Background: an optimization exercise with open tools, aiming at small area. Do not read the settings as production practice.
The RTL was checked by simulation tests, not by an equivalence proof against the original design.

<file path="flow/config.mk">
export PLATFORM = sky130hd
export DESIGN_NAME = crc16_walk
export DESIGN_NICKNAME = crc16_walk
export VERILOG_FILES = /design/flow/design.v
export SDC_FILE = /design/flow/constraint.sdc
export NUM_CORES = 4
export LEC_CHECK = 0
export CAP_MARGIN = 20
export CORE_MARGIN = 2
export CORE_UTILIZATION = 40
export SLEW_MARGIN = 20
</file>
<file path="flow/constraint.sdc">
create_clock -name core_clock -period 16.0 [get_ports {clk}]
set_input_delay 3.2000 -clock core_clock [delete_from_list [all_inputs] [get_ports {clk}]]
set_output_delay 3.2000 -clock core_clock [all_outputs]
set_load 0.01 [all_outputs]
</file>
<file path="flow/design.v">
module crc16_walk (
    input  wire        clk,
    input  wire        rst,         
    input  wire        cmd_valid,
    input  wire [31:0] cmd,
    output wire        cmd_ready,
    output wire [31:0] rsp
);
    localparam integer BUF_SIZE = 256;
    localparam integer KEY_SIZE = 64;
    localparam integer BA = 8;      
    localparam integer KA = 6;      
    localparam [15:0] CRC_SEED = 16'hAAAA;
    localparam [15:0] CRC_FB   = 16'hAAAA;
    localparam [7:0]  XSEED    = 8'hAA;
    localparam [3:0] ERR_OP  = 4'd1;
    localparam [3:0] ERR_RSV = 4'd2;
    localparam [3:0] ERR_REG = 4'd3;
    localparam [3:0] ERR_VAL = 4'd4;
    localparam [3:0] ERR_ADR = 4'd5;
    localparam [3:0] ERR_POS = 4'd6;
    localparam [4:0] K_NOP   = 5'd0;
    localparam [4:0] K_RST   = 5'd1;
    localparam [4:0] K_WRR   = 5'd2;
    localparam [4:0] K_RDR   = 5'd3;
    localparam [4:0] K_STB   = 5'd4;
    localparam [4:0] K_LDB   = 5'd5;
    localparam [4:0] K_STK   = 5'd6;
    localparam [4:0] K_ROL   = 5'd7;
    localparam [4:0] K_ROLR  = 5'd8;
    localparam [4:0] K_ROR   = 5'd9;
    localparam [4:0] K_RORR  = 5'd10;
    localparam [4:0] K_CRCI  = 5'd11;
    localparam [4:0] K_CRCB  = 5'd12;
    localparam [4:0] K_CRCR  = 5'd13;
    localparam [4:0] K_EINIT = 5'd14;
    localparam [4:0] K_DINIT = 5'd15;
    localparam [4:0] K_ESTEP = 5'd16;
    localparam [4:0] K_DSTEP = 5'd17;
    localparam [4:0] K_EWALK = 5'd18;
    localparam [4:0] K_DWALK = 5'd19;
    localparam [1:0] S_IDLE = 2'd0;
    localparam [1:0] S_CRCB = 2'd1;    
    localparam [1:0] S_CRCR = 2'd2;    
    localparam [1:0] S_WALK = 2'd3;    
    reg [15:0] crc;
    reg [7:0]  x_or;
    reg [16:0] pos;
    reg [16:0] ln8;
    reg [16:0] klen;
    reg        dir;
    reg [7:0]  rot;
    reg [3:0]  err;
    reg [31:0] rsp_r;
    reg [7:0] buf_mem [0:BUF_SIZE-1];
    reg [7:0] key_mem [0:KEY_SIZE-1];
    reg [1:0]  state;
    reg [7:0]  sh_byte;      
    reg [2:0]  bit_idx;      
    reg [BA:0] crc_addr;     
    reg [BA:0] steps_left;   
    reg        walk_enc;     
    assign cmd_ready = (state == S_IDLE);
    assign rsp       = rsp_r;
    function [7:0] rotl8(input [7:0] v, input [2:0] n);
        rotl8 = (v << n) | (v >> (4'd8 - {1'b0, n}));
    endfunction
    function [7:0] rotr8(input [7:0] v, input [2:0] n);
        rotr8 = (v >> n) | (v << (4'd8 - {1'b0, n}));
    endfunction
    function [15:0] crc_bit(input [15:0] r, input d);
        crc_bit = (r[15] ^ d) ? ({r[14:0], 1'b0} ^ CRC_FB) : {r[14:0], 1'b0};
    endfunction
    wire [5:0]  nib_sum = crc[15:12] + crc[11:8] + crc[7:4] + crc[3:0];
    wire [2:0]  iv      = nib_sum[2:0];
    wire        par     = ^crc;
    wire [7:0]  x0      = XSEED ^ crc[15:8] ^ crc[7:0];
    wire [4:0]  op     = cmd[31:27];
    wire [4:0]  f_r    = cmd[26:22];
    wire [16:0] f_v    = cmd[16:0];
    wire [16:0] f_a    = cmd[24:8];
    wire [7:0]  f_d    = cmd[7:0];
    wire        f_s    = cmd[16];
    wire [7:0]  f_rv   = cmd[15:8];
    wire [7:0]  f_n    = cmd[7:0];
    reg  [4:0]  kind;
    reg  [3:0]  fault;       
    reg  [16:0] reg_val;
    always @(*) begin
        case (f_r)
            5'd0:    reg_val = {1'b0, crc};
            5'd1:    reg_val = {9'd0, x_or};
            5'd2:    reg_val = pos;
            5'd3:    reg_val = ln8;
            5'd4:    reg_val = klen;
            5'd5:    reg_val = {16'd0, dir};
            5'd6:    reg_val = {9'd0, rot};
            5'd7:    reg_val = {14'd0, iv};
            5'd8:    reg_val = {16'd0, par};
            5'd9:    reg_val = {9'd0, x0};
            5'd10:   reg_val = {13'd0, err};
            default: reg_val = 17'd0;
        endcase
    end
    always @(*) begin
        kind  = K_NOP;
        fault = 4'd0;
        case (op)
            5'h00, 5'h01, 5'h0A, 5'h0C, 5'h10, 5'h12, 5'h13, 5'h14, 5'h15: begin
                case (op)
                    5'h00: kind = K_NOP;
                    5'h01: kind = K_RST;
                    5'h0A: kind = K_CRCI;
                    5'h0C: kind = K_CRCR;
                    5'h10: kind = K_EINIT;
                    5'h12: kind = K_ESTEP;
                    5'h13: kind = K_DSTEP;
                    5'h14: kind = K_EWALK;
                    default: kind = K_DWALK;
                endcase
                if (cmd[26:0] != 27'd0)
                    fault = ERR_RSV;
                else if ((kind == K_ESTEP || kind == K_DSTEP || kind == K_EWALK ||
                          kind == K_DWALK) && pos >= ln8)
                    fault = ERR_POS;
            end
            5'h02: begin
                kind = K_WRR;
                if (cmd[21:17] != 5'd0)
                    fault = ERR_RSV;
                else if (f_r >= 5'd7)
                    fault = ERR_REG;
                else begin
                    case (f_r)
                        5'd0: if (f_v[16])    fault = ERR_VAL;
                        5'd1: if (f_v[16:8] != 0) fault = ERR_VAL;
                        5'd3: if (f_v[2:0] != 0 || f_v < 17'd8 || f_v > BUF_SIZE) fault = ERR_VAL;
                        5'd4: if (f_v[2:0] != 0 || f_v < 17'd8 || f_v > KEY_SIZE) fault = ERR_VAL;
                        5'd5: if (f_v[16:1] != 0) fault = ERR_VAL;
                        5'd6: if (f_v[16:8] != 0) fault = ERR_VAL;
                        default: ;
                    endcase
                end
            end
            5'h03: begin
                kind = K_RDR;
                if (cmd[21:0] != 22'd0)
                    fault = ERR_RSV;
                else if (f_r > 5'd10)
                    fault = ERR_REG;
            end
            5'h04, 5'h05, 5'h06: begin
                kind = (op == 5'h04) ? K_STB : (op == 5'h05) ? K_LDB : K_STK;
                if (cmd[26:25] != 2'd0 || (op == 5'h05 && f_d != 8'd0))
                    fault = ERR_RSV;
                else if (op == 5'h06 ? (f_a >= KEY_SIZE) : (f_a >= BUF_SIZE))
                    fault = ERR_ADR;
            end
            5'h08, 5'h09: begin
                if (op == 5'h08) kind = f_s ? K_ROLR : K_ROL;
                else             kind = f_s ? K_RORR : K_ROR;
                if (cmd[26:17] != 10'd0 || (f_s && f_rv != 8'd0))
                    fault = ERR_RSV;
            end
            5'h0B: begin
                kind = K_CRCB;
                if (cmd[26:8] != 19'd0)
                    fault = ERR_RSV;
            end
            5'h11: begin
                kind = K_DINIT;
                if (cmd[26:9] != 18'd0)
                    fault = ERR_RSV;
            end
            default: fault = ERR_OP;
        endcase
    end
    wire [BA-1:0] pos_a   = pos[BA-1:0];
    wire [KA-1:0] key_a   = pos_a % klen[KA:0];
    wire [7:0]    b_in    = buf_mem[pos_a];
    wire [7:0]    k_in    = key_mem[key_a];
    wire [7:0] e_t  = b_in ^ x_or ^ k_in;
    wire [7:0] e_bs = k_in ^ x_or;
    wire [7:0] e_c  = rotr8(rotl8(e_t, e_bs[2:0]), e_bs[6:4]);
    wire [7:0] e_x  = x_or ^ e_c;
    wire [7:0] d_x  = x_or ^ b_in;
    wire [7:0] d_bs = k_in ^ d_x;
    wire [7:0] d_t  = rotr8(rotl8(b_in, d_bs[6:4]), d_bs[2:0]);
    wire [7:0] d_b  = d_t ^ k_in ^ d_x;
    function [16:0] next_pos(input enc);
        if (dir == enc)
            next_pos = (pos == 17'd0) ? ln8 - 17'd1 : pos - 17'd1;
        else
            next_pos = (pos == ln8 - 17'd1) ? 17'd0 : pos + 17'd1;
    endfunction
    wire [7:0] crc_byte_in = buf_mem[crc_addr[BA-1:0]];
    always @(posedge clk) begin
        if (rst) begin
            crc      <= CRC_SEED;
            x_or     <= 8'd0;
            pos      <= 17'd0;
            ln8      <= 17'd8;
            klen     <= 17'd8;
            dir      <= 1'b0;
            rot      <= 8'd0;
            err      <= 4'd0;
            rsp_r    <= 32'd0;
            state    <= S_IDLE;
            sh_byte  <= 8'd0;
            bit_idx  <= 3'd0;
            crc_addr <= {(BA+1){1'b0}};
            steps_left <= {(BA+1){1'b0}};
            walk_enc <= 1'b0;
        end else begin
            case (state)
            S_IDLE: if (cmd_valid) begin
                if (err != 4'd0) begin
                    if (fault == 4'd0) begin
                        case (kind)
                            K_RST: begin
                                crc <= CRC_SEED; x_or <= 8'd0; pos <= 17'd0;
                                ln8 <= 17'd8; klen <= 17'd8; dir <= 1'b0;
                                rot <= 8'd0; err <= 4'd0; rsp_r <= 32'd0;
                            end
                            K_RDR: rsp_r <= {15'd0, reg_val};
                            K_LDB: rsp_r <= {24'd0, buf_mem[f_a[BA-1:0]]};
                            default: ;
                        endcase
                    end
                end else if (fault != 4'd0) begin
                    err <= fault;
                end else begin
                    case (kind)
                        K_RST: begin
                            crc <= CRC_SEED; x_or <= 8'd0; pos <= 17'd0;
                            ln8 <= 17'd8; klen <= 17'd8; dir <= 1'b0;
                            rot <= 8'd0; err <= 4'd0; rsp_r <= 32'd0;
                        end
                        K_WRR: case (f_r)
                            5'd0: crc  <= f_v[15:0];
                            5'd1: x_or <= f_v[7:0];
                            5'd2: pos  <= f_v;
                            5'd3: ln8  <= f_v;
                            5'd4: klen <= f_v;
                            5'd5: dir  <= f_v[0];
                            default: rot <= f_v[7:0];
                        endcase
                        K_RDR:  rsp_r <= {15'd0, reg_val};
                        K_STB:  buf_mem[f_a[BA-1:0]] <= f_d;
                        K_LDB:  rsp_r <= {24'd0, buf_mem[f_a[BA-1:0]]};
                        K_STK:  key_mem[f_a[KA-1:0]] <= f_d;
                        K_ROL:  rot <= rotl8(f_rv, f_n[2:0]);
                        K_ROLR: rot <= rotl8(rot, f_n[2:0]);
                        K_ROR:  rot <= rotr8(f_rv, f_n[2:0]);
                        K_RORR: rot <= rotr8(rot, f_n[2:0]);
                        K_CRCI: crc <= CRC_SEED;
                        K_CRCB: begin
                            sh_byte <= f_d;
                            bit_idx <= 3'd7;
                            state   <= S_CRCB;
                        end
                        K_CRCR: begin
                            crc      <= CRC_SEED;
                            crc_addr <= {(BA+1){1'b0}};
                            bit_idx  <= 3'd7;
                            state    <= S_CRCR;
                        end
                        K_EINIT: begin
                            pos  <= {14'd0, iv};
                            dir  <= par;
                            x_or <= x0;
                        end
                        K_DINIT: begin
                            dir  <= cmd[8];
                            x_or <= cmd[7:0];
                            if (cmd[8])
                                pos <= ({14'd0, iv} + 17'd1 == ln8) ? 17'd0 : {14'd0, iv} + 17'd1;
                            else
                                pos <= (iv == 3'd0) ? ln8 - 17'd1 : {14'd0, iv} - 17'd1;
                        end
                        K_ESTEP: begin
                            buf_mem[pos_a] <= e_c;
                            x_or <= e_x;
                            pos  <= next_pos(1'b1);
                        end
                        K_DSTEP: begin
                            buf_mem[pos_a] <= d_b;
                            x_or <= d_x;
                            pos  <= next_pos(1'b0);
                        end
                        K_EWALK, K_DWALK: begin
                            walk_enc   <= (kind == K_EWALK);
                            steps_left <= ln8[BA:0];
                            state      <= S_WALK;
                        end
                        default: ;    
                    endcase
                end
            end
            S_CRCB: begin
                crc     <= crc_bit(crc, sh_byte[bit_idx]);
                bit_idx <= bit_idx - 3'd1;
                if (bit_idx == 3'd0)
                    state <= S_IDLE;
            end
            S_CRCR: begin
                crc     <= crc_bit(crc, crc_byte_in[bit_idx]);
                bit_idx <= bit_idx - 3'd1;
                if (bit_idx == 3'd0) begin
                    crc_addr <= crc_addr + 1'b1;
                    if ({{(17-BA-1){1'b0}}, crc_addr} == ln8 - 17'd1)
                        state <= S_IDLE;
                end
            end
            S_WALK: begin
                if (walk_enc) begin
                    buf_mem[pos_a] <= e_c;
                    x_or <= e_x;
                end else begin
                    buf_mem[pos_a] <= d_b;
                    x_or <= d_x;
                end
                pos        <= next_pos(walk_enc);
                steps_left <= steps_left - 1'b1;
                if (steps_left == {{BA{1'b0}}, 1'b1})
                    state <= S_IDLE;
            end
            default: state <= S_IDLE;
            endcase
        end
    end
endmodule
</file>
<file path="flow/run.sh">
#!/bin/bash
# synth_recipe.tcl (not shown) runs the flow's synth.tcl, then flattens the netlist and writes it again
# the make line also repeats each setting of config.mk as NAME=value (left out here)
make -C /OpenROAD-flow-scripts/flow DESIGN_CONFIG=/design/flow/config.mk WORK_HOME=/design/flow/orfs CLKGATE_MAP_FILE= SYNTH_SCRIPT=/design/flow/synth_recipe.tcl finish
</file>
==> qor.yml <==
cts:
  clk_pin_slew_ns: 0.06
  htreeDepth: 5
  clkLatencyLatePin_ns: 0.96
  cts-root-buf: "clkbuf_16"
  cts_buffers: 302
  cts-hold-fix-buffers: 0
  cts_buffer_depth: 4
  cts_sinks: 2713
  cts_tree: "done"
worst_setup_path:
  worstSetupEndpointType: "register"
  path_class: "reg2reg"
  worstPathRequired_ns: 16.75
  path_common_cell: "ha_1"
  rr_endpoint: "buf_mem[82][1]"
  reg2regPathDepth: 66
  slowest_delay_ns: 0.64
  crit_start: "klen[0]"
  crit-reg2reg-launch: "klen[0]"
  r2r_setup_slack_ns: 0.62
  crit_fanout: 64
  crit_path_end: "buf_mem[82][1]"
  crit_path_start_kind: "register"
  cp_slowest_cell: "or4_1"
  arrival_ns: 16.12
drt:
  drc_errors: 0
  vias: 108973
  drt_wl_total_mm: 588
  post_drt_wl_per_cell_um: 39.2
  dr.pass1.iters: 7
  antenna_left: 0
  viasPerCell: 7.27
  drt_iter0_drc: 18629
global_routing:
  grt_pass1_wl_mm: 813
  grt_pass1_vias: 104071
  grt_overflow: 0
  antenna_found_initial: 55
  grt_use_total_pct: 31.1
  grt_max_degree: 144
timing:
  hold_viol: 0
  layout_worst_path_cycle_share_pct: 96.1
  setup_viol: 0
  fin_skew_ns: 0.0682
  clock.fmax_mhz: 65.0
  report.final.slew_viol_count: 0
  post-route-min-period_ns: 15.38
  max_slew.worst_pin.slew_ns: 1.30
  timing.slew.headroom_pct: 12.6
cells_and_area:
  final_core_util_pct: 45.6
  synthToLayoutAreaGrowth_pct: 13.6
  drive_gt1_share_pct: 27.7
  layout.nets: 10065
  fin_area_mm2: 0.165
placed_design:
  port_buffers: 52
  place_area_mm2: 0.154
  finalWeightedCongestion: 0.988
  dp_hpwl_mm: 375
synthesis:
  synth_top_area_share_pct: 53.0
  ys_types: 115
  synth_area_leaders: "edfxtp_1 (53%), mux4_2 (22%), o22ai_1 (4.2%)"
  netlist_area_mm2: 0.145
  syn_area_per_cell_um2: 14.7
  yosys-top-cells-count: "edfxtp_1 (2560), mux4_2 (1394), o22ai_1 (970), clkbuf_1 (629), nor2_1 (522)"
  synth_edf_count: 2560
  synthFlopType: "edfxtp_1"
  synth-seq-cells: 2713
  ys_seq_area_share_pct: 55.1
  syn_inst: 9844
  yosysTopAreaCell: "edfxtp_1"
  ys_warn_count: 1
  async_flop_share_pct: 0
  synth_most_common_cell: "edfxtp_1"
worst_hold_path:
  min_path_type: "reg2reg"
floorplan:
  io_pins: 68
  core_area_mm2: 0.362
  start_util_pct: 40.1
  fp-row-count: 221
  die_y_um: 606
  die_w_um: 606
  dieArea_mm2: 0.368
job:
  maxCapViolations: 0
outcome:
  status: "timing/DRC/antenna clean"
## sequential cells by signal, indices dropped and copies added (netlist names), named ones only
name and cells:
buf_mem 2048, key_mem 512, klen 17, ln8 17, pos 17, rsp_r 17, crc 16, crc_addr 9
steps_left 9, rot 8, sh_byte 8, x_or 8, err 4, bit_idx 3, state 2, dir 1
walk_enc 1
## cell usage in the layout, fill, tap and decap left out, drive strengths merged, types with 200 or more instances in the layout
master  netlist  routed
nand2       493     495
nor2        525     525
buf         284     658
clkbuf      629     360
o22ai       974     974
a21oi       286     286
mux2i       203     203
edfxtp     2560    2560
nor4        200     200
mux4       1394    1394
nor3        297     297
o21ai       225     225
## worst min path at each step
stage | start | endpoint | slack, ns | cells past startpoint
3_3_place_gp | klen[16] | klen[16] | 0.44 | 1
2_1_floorplan | klen[7] | klen[7] | 0.43 | 1
4_1_cts | rsp_r[11] | rsp_r[11] | 0.45 | 2
6_report | rsp_r[11] | rsp_r[11] | 0.45 | 2
5_1_grt | rsp_r[11] | rsp_r[11] | 0.47 | 2
3_5_place_dp | rsp_r[11] | rsp_r[11] | 0.45 | 2
## timing repair
item | CTS | global route
hold endpoints to repair | 0 | 0
resized for setup | 0 | 40
buffers inserted | 0 | 17
setup endpoints to repair | 0 | 2055
## per-stage QoR
step                      worst slack (ns)  cells  hold slack [ns]  TNS [ns]
after floorplan                      -4.39   9858            0.430  -4601.66
after global placement              0.0753  14406            0.443         0
after detailed placement             0.190  14409            0.448         0
after CTS                           0.0984  14951            0.453         0
after global routing               -0.0655  14985            0.473     -5.18
final                                0.623  14999            0.450         0
## worst max-delay path: cells and delay by family, from the launching register on
kind | cells | cell delay (ns)
AO/OA/AOI/OAI | 32 | 6.23
AND/OR/NAND/NOR | 16 | 3.64
adder cells (fa/ha/maj) | 9 | 2.46
buffers and inverters | 6 | 1.54
XOR/XNOR | 2 | 0.49
flip-flops | 1 | 0.37
multiplexers | 1 | 0.36
## area by class of cell
| type | instances | area (um^2) |
|---|---|---|
| antenna | 20 | 50.0 |
| clock buffer | 358 | 7950 |
| clock inverter | 184 | 1800 |
| fill | 31137 | 197000 |
| inverter | 107 | 407 |
| multi-input combinational | 6128 | 62400 |
| sequential | 2713 | 80000 |
| tap | 4794 | 6000 |
| timing repair buffer | 695 | 6240 |
## metal layers
layer | global-route usage, % | part of all wire (%) | up-vias
met5 | 0 | 0.052 | -
met3 | 11.4 | 15 | 2105
met1 | 39.4 | 34 | 55085
met2 | 45.8 | 43 | 9841
met4 | 18.3 | 7.3 | 42
li1 | - | - | 41900
## kinds of logic after synthesis
group	share of synthesized area (%)
and+or+nand+nor	6.36
other	0.00258
muxes	23.5
xor gates and xnor gates	0.919
AOI/OAI and AO/OA	10.6
DFF	55.1
buffers and inverters	2.84
adders and majority gates	0.736

re-timing with driven ports:
In the flow no input, the clock included, has a driving cell. The finished layout below was timed again as built, in two steps.
Step 1: set_driving_cell puts a clkbuf_16 on clk and a buf_2 on each other input, an assumption about the parent block.
Step 2, shift: input delay + t, output delay - t, t = (earliest + latest rising clock arrival at the registers) / 2. This alone moves slack from input paths to output paths.
Three values: no drivers, after step 1, after step 2; two values: the first two.
t, ns: 1.039
setup WS [ns]: 0.623 / 0.623 / 0.623
latest minus earliest clock arrival (ns): 0.074 / 0.073
pins driven straight from the clock port: 1
After both steps setup and hold are still met in this run. For this run, drivers alone change the setup slack by 0.000 ns; drivers and shift together by 0.000 ns.
